Context: an optimization exercise on an open-source flow, tuned for a short achievable clock period and few clock cycles. The choices shown serve that exercise and are no tape-out recipe.
Function was checked by simulation only, so behaviour that the tests miss may differ from the original.
Power figures rest on the tool's default switching activity, not on a simulated workload.

`design/flow/config.mk`:
```
export PLATFORM = sky130hd
export DESIGN_NAME = adc16_tapcal
export DESIGN_NICKNAME = adc16_tapcal
export VERILOG_FILES = /design/flow/design.v
export SDC_FILE = /design/flow/constraint.sdc
export NUM_CORES = 4
export LEC_CHECK = 0
export CAP_MARGIN = 20
export CORE_MARGIN = 2
export CORE_UTILIZATION = 40
export SLEW_MARGIN = 20
```
`design/flow/constraint.sdc`:
```
create_clock -name core_clock -period 22.0 [get_ports {clk}]
set_input_delay 4.4000 -clock core_clock [delete_from_list [all_inputs] [get_ports {clk}]]
set_output_delay 4.4000 -clock core_clock [all_outputs]
set_load 0.01 [all_outputs]
```
`design/flow/design.v`:
```
module adc16_tapcal (
    input  wire         clk,
    input  wire         rst,           
    input  wire         start,         
    input  wire [7:0]   cfg_deskew,    
    input  wire [15:0]  cfg_iter,      
    input  wire [15:0]  cfg_snaplen,   
    output wire         busy,
    output reg          done,          
    output reg          done_err,      
    output reg          ev_valid,
    input  wire         ev_ready,
    output reg  [1:0]   ev_op,         
    output reg  [4:0]   ev_tap,
    output reg  [7:0]   ev_mask,
    input  wire         smp_valid,
    input  wire [31:0]  smp_data,
    input  wire         cap_fail,
    output reg          err_valid,
    output reg  [4:0]   err_tap,
    output wire [255:0] err_count,     
    output wire [63:0]  cal_result,    
    output wire [255:0] good_map,      
    output reg          heur_slip
);
    localparam OP_SETTAP  = 2'd0;
    localparam OP_BITSLIP = 2'd1;
    localparam OP_CAPTURE = 2'd2;
    localparam K_NONE    = 2'd0;
    localparam K_TAP     = 2'd1;
    localparam K_EMPTY   = 2'd2;
    localparam K_WRAPPED = 2'd3;
    localparam WRAP_SPAN = 16;
    localparam S_IDLE   = 3'd0;
    localparam S_EVENT  = 3'd1;    
    localparam S_CAP    = 3'd2;    
    localparam S_DECIDE = 3'd3;
    localparam S_APPLY  = 3'd4;    
    localparam S_DONE   = 3'd5;
    localparam P_PROBE0  = 3'd0;
    localparam P_PROBE31 = 3'd1;
    localparam P_SLIP    = 3'd2;
    localparam P_SWEEP   = 3'd3;
    localparam P_APPLY   = 3'd4;
    reg [2:0]  state;
    reg [2:0]  phase;
    reg [7:0]  deskew;
    reg [15:0] iter;
    reg [15:0] snaplen;
    reg [15:0] itercnt;
    reg [15:0] beatcnt;
    reg [4:0]  tapcnt;
    reg [2:0]  lane;
    reg        straddle;
    reg [31:0] acc   [0:7];
    reg [31:0] gmap  [0:7];
    reg [7:0]  cres  [0:7];
    assign busy = (state != S_IDLE);
    genvar g;
    generate
        for (g = 0; g < 8; g = g + 1) begin : g_out
            assign err_count [32*g +: 32] = acc[g];
            assign good_map  [32*g +: 32] = gmap[g];
            assign cal_result[8*g  +: 8]  = cres[g];
        end
    endgenerate
    function [7:0] window;
        input [31:0] gm;
        integer i;
        reg [5:0] cnt;
        reg [5:0] seen;
        reg [4:0] lo, hi, mid;
        reg       found;
        begin
            cnt = 6'd0;
            for (i = 0; i < 32; i = i + 1)
                cnt = cnt + {5'd0, gm[i]};
            lo = 5'd0;
            found = 1'b0;
            for (i = 0; i < 32; i = i + 1)
                if (gm[i] && !found) begin
                    lo = i[4:0];
                    found = 1'b1;
                end
            hi = 5'd0;
            for (i = 0; i < 32; i = i + 1)
                if (gm[i])
                    hi = i[4:0];
            mid = 5'd0;
            seen = 6'd0;
            for (i = 0; i < 32; i = i + 1)
                if (gm[i]) begin
                    if (seen == (cnt >> 1))
                        mid = i[4:0];
                    seen = seen + 6'd1;
                end
            if (cnt == 6'd0)
                window = {K_EMPTY, 6'd0};
            else if ({1'b0, hi} - {1'b0, lo} > WRAP_SPAN)
                window = {K_WRAPPED, 6'd0};
            else
                window = {K_TAP, 1'b0, mid};
        end
    endfunction
    wire       last_beat  = (beatcnt == snaplen - 16'd1);
    wire       last_iter  = (itercnt == iter - 16'd1);
    integer    li;
    reg [31:0] acc_next [0:7];
    integer    ch;
    always @(*) begin
        for (li = 0; li < 8; li = li + 1)
            acc_next[li] = acc[li];
        for (ch = 0; ch < 4; ch = ch + 1)
            if (smp_data[8*ch +: 8] != deskew) begin
                if (beatcnt[0])
                    acc_next[4 + ch] = acc[4 + ch] + 32'd1;
                else
                    acc_next[ch] = acc[ch] + 32'd1;
            end
    end
    reg [7:0] next_zero;
    always @(*) begin
        for (li = 0; li < 8; li = li + 1)
            next_zero[li] = (acc_next[li] == 32'd0);
    end
    integer k;
    always @(posedge clk) begin
        done      <= 1'b0;
        done_err  <= 1'b0;
        err_valid <= 1'b0;
        if (rst) begin
            state     <= S_IDLE;
            phase     <= P_PROBE0;
            ev_valid  <= 1'b0;
            ev_op     <= OP_SETTAP;
            ev_tap    <= 5'd0;
            ev_mask   <= 8'd0;
            heur_slip <= 1'b0;
            err_tap   <= 5'd0;
            deskew    <= 8'd0;
            iter      <= 16'd1;
            snaplen   <= 16'd2;
            itercnt   <= 16'd0;
            beatcnt   <= 16'd0;
            tapcnt    <= 5'd0;
            lane      <= 3'd0;
            straddle  <= 1'b0;
            for (k = 0; k < 8; k = k + 1) begin
                acc[k]  <= 32'd0;
                gmap[k] <= 32'd0;
                cres[k] <= 8'd0;
            end
        end else begin
            case (state)
            S_IDLE: begin
                if (start) begin
                    deskew    <= cfg_deskew;
                    iter      <= cfg_iter;
                    snaplen   <= cfg_snaplen;
                    heur_slip <= 1'b0;
                    straddle  <= 1'b0;
                    for (k = 0; k < 8; k = k + 1) begin
                        gmap[k] <= 32'd0;
                        cres[k] <= {K_NONE, 6'd0};
                    end
                    phase    <= P_PROBE0;
                    tapcnt   <= 5'd0;
                    ev_valid <= 1'b1;
                    ev_op    <= OP_SETTAP;
                    ev_tap   <= 5'd0;
                    ev_mask  <= 8'hFF;
                    state    <= S_EVENT;
                end
            end
            S_EVENT: begin
                if (ev_ready) begin
                    ev_valid <= 1'b0;
                    if (ev_op == OP_CAPTURE) begin
                        beatcnt <= 16'd0;
                        state   <= S_CAP;
                    end else if (phase == P_APPLY) begin
                        lane  <= lane + 3'd1;
                        state <= (lane == 3'd7) ? S_DONE : S_APPLY;
                    end else if (phase == P_SLIP) begin
                        phase    <= P_SWEEP;
                        tapcnt   <= 5'd0;
                        ev_valid <= 1'b1;
                        ev_op    <= OP_SETTAP;
                        ev_tap   <= 5'd0;
                        ev_mask  <= 8'hFF;
                    end else begin
                        itercnt <= 16'd0;
                        for (k = 0; k < 8; k = k + 1)
                            acc[k] <= 32'd0;
                        ev_valid <= 1'b1;
                        ev_op    <= OP_CAPTURE;
                    end
                end
            end
            S_CAP: begin
                if (cap_fail) begin
                    done     <= 1'b1;
                    done_err <= 1'b1;
                    state    <= S_IDLE;
                end else if (smp_valid) begin
                    for (k = 0; k < 8; k = k + 1)
                        acc[k] <= acc_next[k];
                    beatcnt <= beatcnt + 16'd1;
                    if (last_beat) begin
                        if (!last_iter) begin
                            itercnt  <= itercnt + 16'd1;
                            ev_valid <= 1'b1;
                            ev_op    <= OP_CAPTURE;
                            state    <= S_EVENT;
                        end else begin
                            case (phase)
                            P_PROBE0: begin
                                straddle <= |next_zero;
                                phase    <= P_PROBE31;
                                tapcnt   <= 5'd31;
                                ev_valid <= 1'b1;
                                ev_op    <= OP_SETTAP;
                                ev_tap   <= 5'd31;
                                ev_mask  <= 8'hFF;
                                state    <= S_EVENT;
                            end
                            P_PROBE31: begin
                                if (straddle || (|next_zero)) begin
                                    phase     <= P_SLIP;
                                    heur_slip <= 1'b1;
                                    ev_valid  <= 1'b1;
                                    ev_op     <= OP_BITSLIP;
                                end else begin
                                    phase    <= P_SWEEP;
                                    tapcnt   <= 5'd0;
                                    ev_valid <= 1'b1;
                                    ev_op    <= OP_SETTAP;
                                    ev_tap   <= 5'd0;
                                    ev_mask  <= 8'hFF;
                                end
                                state <= S_EVENT;
                            end
                            default: begin  
                                err_valid <= 1'b1;
                                err_tap   <= tapcnt;
                                for (k = 0; k < 8; k = k + 1)
                                    gmap[k][tapcnt] <= next_zero[k];
                                if (tapcnt == 5'd31) begin
                                    state <= S_DECIDE;
                                end else begin
                                    tapcnt   <= tapcnt + 5'd1;
                                    ev_valid <= 1'b1;
                                    ev_op    <= OP_SETTAP;
                                    ev_tap   <= tapcnt + 5'd1;
                                    ev_mask  <= 8'hFF;
                                    state    <= S_EVENT;
                                end
                            end
                            endcase
                        end
                    end
                end
            end
            S_DECIDE: begin
                for (k = 0; k < 8; k = k + 1)
                    cres[k] <= window(gmap[k]);
                phase <= P_APPLY;
                lane  <= 3'd0;
                state <= S_APPLY;
            end
            S_APPLY: begin
                if (cres[lane][7:6] == K_TAP) begin
                    ev_valid <= 1'b1;
                    ev_op    <= OP_SETTAP;
                    ev_tap   <= cres[lane][4:0];
                    ev_mask  <= 8'd1 << lane;
                    state    <= S_EVENT;
                end else begin
                    lane  <= lane + 3'd1;
                    state <= (lane == 3'd7) ? S_DONE : S_APPLY;
                end
            end
            S_DONE: begin
                done  <= 1'b1;
                state <= S_IDLE;
            end
            default: state <= S_IDLE;
            endcase
        end
    end
endmodule
```
`design/flow/run.sh`:
```
#!/bin/bash
# synth_recipe.tcl (not shown) runs the flow's synth.tcl, then flattens the netlist and writes it again
# the make line also repeats each setting of config.mk as NAME=value (left out here)
make -C /OpenROAD-flow-scripts/flow DESIGN_CONFIG=/design/flow/config.mk WORK_HOME=/design/flow/orfs CLKGATE_MAP_FILE= SYNTH_SCRIPT=/design/flow/synth_recipe.tcl finish
```
==> results.ini <==
[placed_design]
numPortBuffers=671
gp_congestion=0.995
post-place-ws_ns=0.314
hpwl_um=322000
placed_area_um2=113000

[sta]
finalCritPeriodShare=0.940
final.min_clock_period_ns=20.68
finClkSkew_ns=0.0799
max_freq_mhz=48.4
hold_viol_final=0
fin_ws_ns=1.32
report.final.slew_viol_count=0
tns_ns=0
worst_slew_pin_slew_ns=1.31
maxSlewHeadroom=0.127
setup_viol=0

[grt]
grt_pass1_wl_um=620000
grtUsageTotal=0.305
grt_overflow=0
antenna_found_initial=26
grt_pass1_vias=96518
grt_max_degree=219

[layout]
mostFrequentLayoutCells=nor2_1, nand2_1, xnor2_1, a21oi_1, o21ai_0
final_area_um2=117000
fin_nets=14960
layout_commonest_cell=nor2_1
drive_gt1_frac=0.0823
area_delta_synth_final_pct=14.1

[critical_path]
crit_required_ns=22.63
critPathMaxStageDelay_ns=0.39
rrSetupSlack_ns=1.32
worstRegToRegCells=112
crit_family=adder cells
crit_buf_inv=10
cp_common_cell=ha_1
r2r_end=cres[0][4]$_SDFFE_PP0P_
arrival_ns=21.32
critPathMaxFanout=7
rr_startpoint=gmap[0][1]$_SDFFE_PP0P_
crit_type=reg -> reg
cp-startpoint=gmap[0][1]$_SDFFE_PP0P_
crit_cells=112
critical_path.slowest_cell=or3_1
critPathLaunchType=flop
end_kind=flop

[min_path]
hold_class=reg -> reg
hold_end=snaplen[4]$_SDFFE_PP0P_
whs_path_depth=2
worstHoldStart=snaplen[4]$_SDFFE_PP0P_

[synth]
synth_cells=14009
yosys_warnings=5
ys_seq_area_frac=0.132
synth_edf_count=0
synth_ff_type=dfxtp_1
ys_seq_elements=680
yosys.area.top_type=dfxtp_1
async_reset_ff_frac=0
ys_types=144
synth_area_leaders=dfxtp_1, xnor2_1, nor2_1, xor2_1, nand2_1
synth_top_area_frac=0.132
synthesis.area_um2=103000
synth.avg_cell_area_um2=7.34

[route]
drtPass1Iterations=6
drt-total-wl_um=417000
final_antenna_net_count=0
wl_per_cell_um=23.4
route.detailed.drc=0
drt-initial-drc-count=10000
vias_per_cell=5.93
vias=105381

[clock_network]
cts_max_path_buffers=3
postCtsHoldBufs=0
cts.clk_slew.worst_paths_ns=0.07
cts_buffers=86
clkSinkCount=680
tritoncts=built
clkLatencyLatePin_ns=0.80
root_buffer=clkbuf_16
htreeDepth=3

[floorplan]
die_area_um2=261000
dieWidth_um=511
io-pin-count=680
core.rowCount=186
die_h_um=511
core_area_um2=256000
initial_core_util=0.401

[power_and_ir_drop]
total_power_w=0.00400
peakVddDrop_v=0.000133
total_leakage_power_nw=45.6
power_density_nw_per_um2=34.1

[outcome]
outcome=no timing/DRC/antenna violations

[run]
maxCapViolCount=0

final cells by class:
cell class	count	area [um^2]
antenna	15	37.5
clock buffer	113	2400
clock inverter	45	714
fill	25992	139000
inverter	667	2510
multi-input combinational	11895	84700
sequential	680	13600
tap	3384	4230
timing repair buffer	977	9050
Yosys cell counts, types with 144 or more instances:
master	instances
o21ai_0	688
nor4_1	195
mux2i_1	144
ha_1	375
nor2_1	1569
dfxtp_1	680
xor2_1	663
nand2_1	1400
nand3_1	509
a31oi_1	204
clkbuf_1	624
a22oi_1	351
nor3_1	449
fa_1	200
a21oi_1	753
and3_1	235
nand4_1	233
xnor2_1	1400
inv_1	633
cells by family (layout without fill, tap and decap cells):
| kind of cell | Yosys count | in the layout | share of synthesized area |
|---|---|---|---|
| buffers and inverters | 1441 | 1802 | 0.0544 |
| other | 1 | 23 | 0.0000365 |
| AO/OA/AOI/OAI | 3209 | 3209 | 0.206 |
| flip-flops | 680 | 680 | 0.132 |
| adder cells (fa/ha/maj) | 579 | 579 | 0.0850 |
| XOR/XNOR | 2396 | 2396 | 0.243 |
| multiplexers | 198 | 198 | 0.0203 |
| AND/OR/NAND/NOR | 5505 | 5505 | 0.258 |
repair_timing:
item,in CTS,in global routing
setup buffers,0,29
resized for setup,0,120
endpoints found under the setup margin,0,40
power breakdown:
group          leakage [nW]  switching (W)  total [W]  internal (W)
combinational          38.6       0.000857    0.00110      0.000242
sequential             5.49      0.0000625    0.00133       0.00126
clock                  1.51       0.000670    0.00158      0.000905
metrics by stage:
step,std cells,util,hold WS [ns]
global placement,17573,0.442,0.466
floorplan,14016,-,0.449
finish,17776,0.458,0.482
CTS,17731,0.455,0.487
global route,17761,0.458,0.510
detailed placement,17573,0.443,0.478
layer usage:
metal | GRT usage | vias up | wire [um]
met5 | 0 | - | 217
met4 | 0.176 | 32 | 28400
met3 | 0.0780 | 813 | 40600
met2 | 0.464 | 4163 | 177000
met1 | 0.389 | 50142 | 171000
li1 | - | 50231 | -
registers in the layout, indices dropped and copies added, names as in the netlist, 2 cells and up:
signal,flops
gmap,256
lane,3
phase,3
state,3
cres,56
acc,256
ev_tap,5
err_tap,5
ev_op,2
ev_mask,8
deskew,8
beatcnt,16
itercnt,16
iter,16
tapcnt,5
snaplen,16
worst max path at each step:
stage                              endpoint  slack, ns
floorplan           cres[0][3]$_SDFFE_PP0P_       2.17
global placement    cres[0][4]$_SDFFE_PP0P_       0.56
detailed placement  cres[0][4]$_SDFFE_PP0P_       0.31
CTS                 cres[0][4]$_SDFFE_PP0P_       0.25
global route        cres[3][2]$_SDFFE_PP0P_      -0.03
finish              cres[0][4]$_SDFFE_PP0P_       1.32
tightest hold or removal path, cell delays in order (launching register included):
cell and delay (ns):
dfxtp_1 0.33, nand2_1 0.06, a21oi_1 0.05
Testbench counts, summed over its fixed seeds: cycles 199,036.

==> what the ideal ports hide <==
No port has a modelled driver above. Below, the same layout with a new extraction and two added sets of constraints.
Step 1 assumes that a clkbuf_16 drives the clock port and a buf_2 every other input.
Step 2 also shifts input and output timing later by t, the mid clock arrival at the registers, as if the neighbouring blocks saw the same clock.
Slacks: no drivers / after step 1 / after step 2; pairs: no drivers / after step 1.
t (ns): 0.859
setup slack, ns: 1.318 / 1.318 / 1.318
worst hold slack (ns): 0.482 / 0.482 / 0.482
worst data-port slew with drivers (ns): 0.11
After both steps setup and hold are still met in this run. For this run, drivers alone change the setup slack by 0.000 ns; drivers and shift together by 0.000 ns.
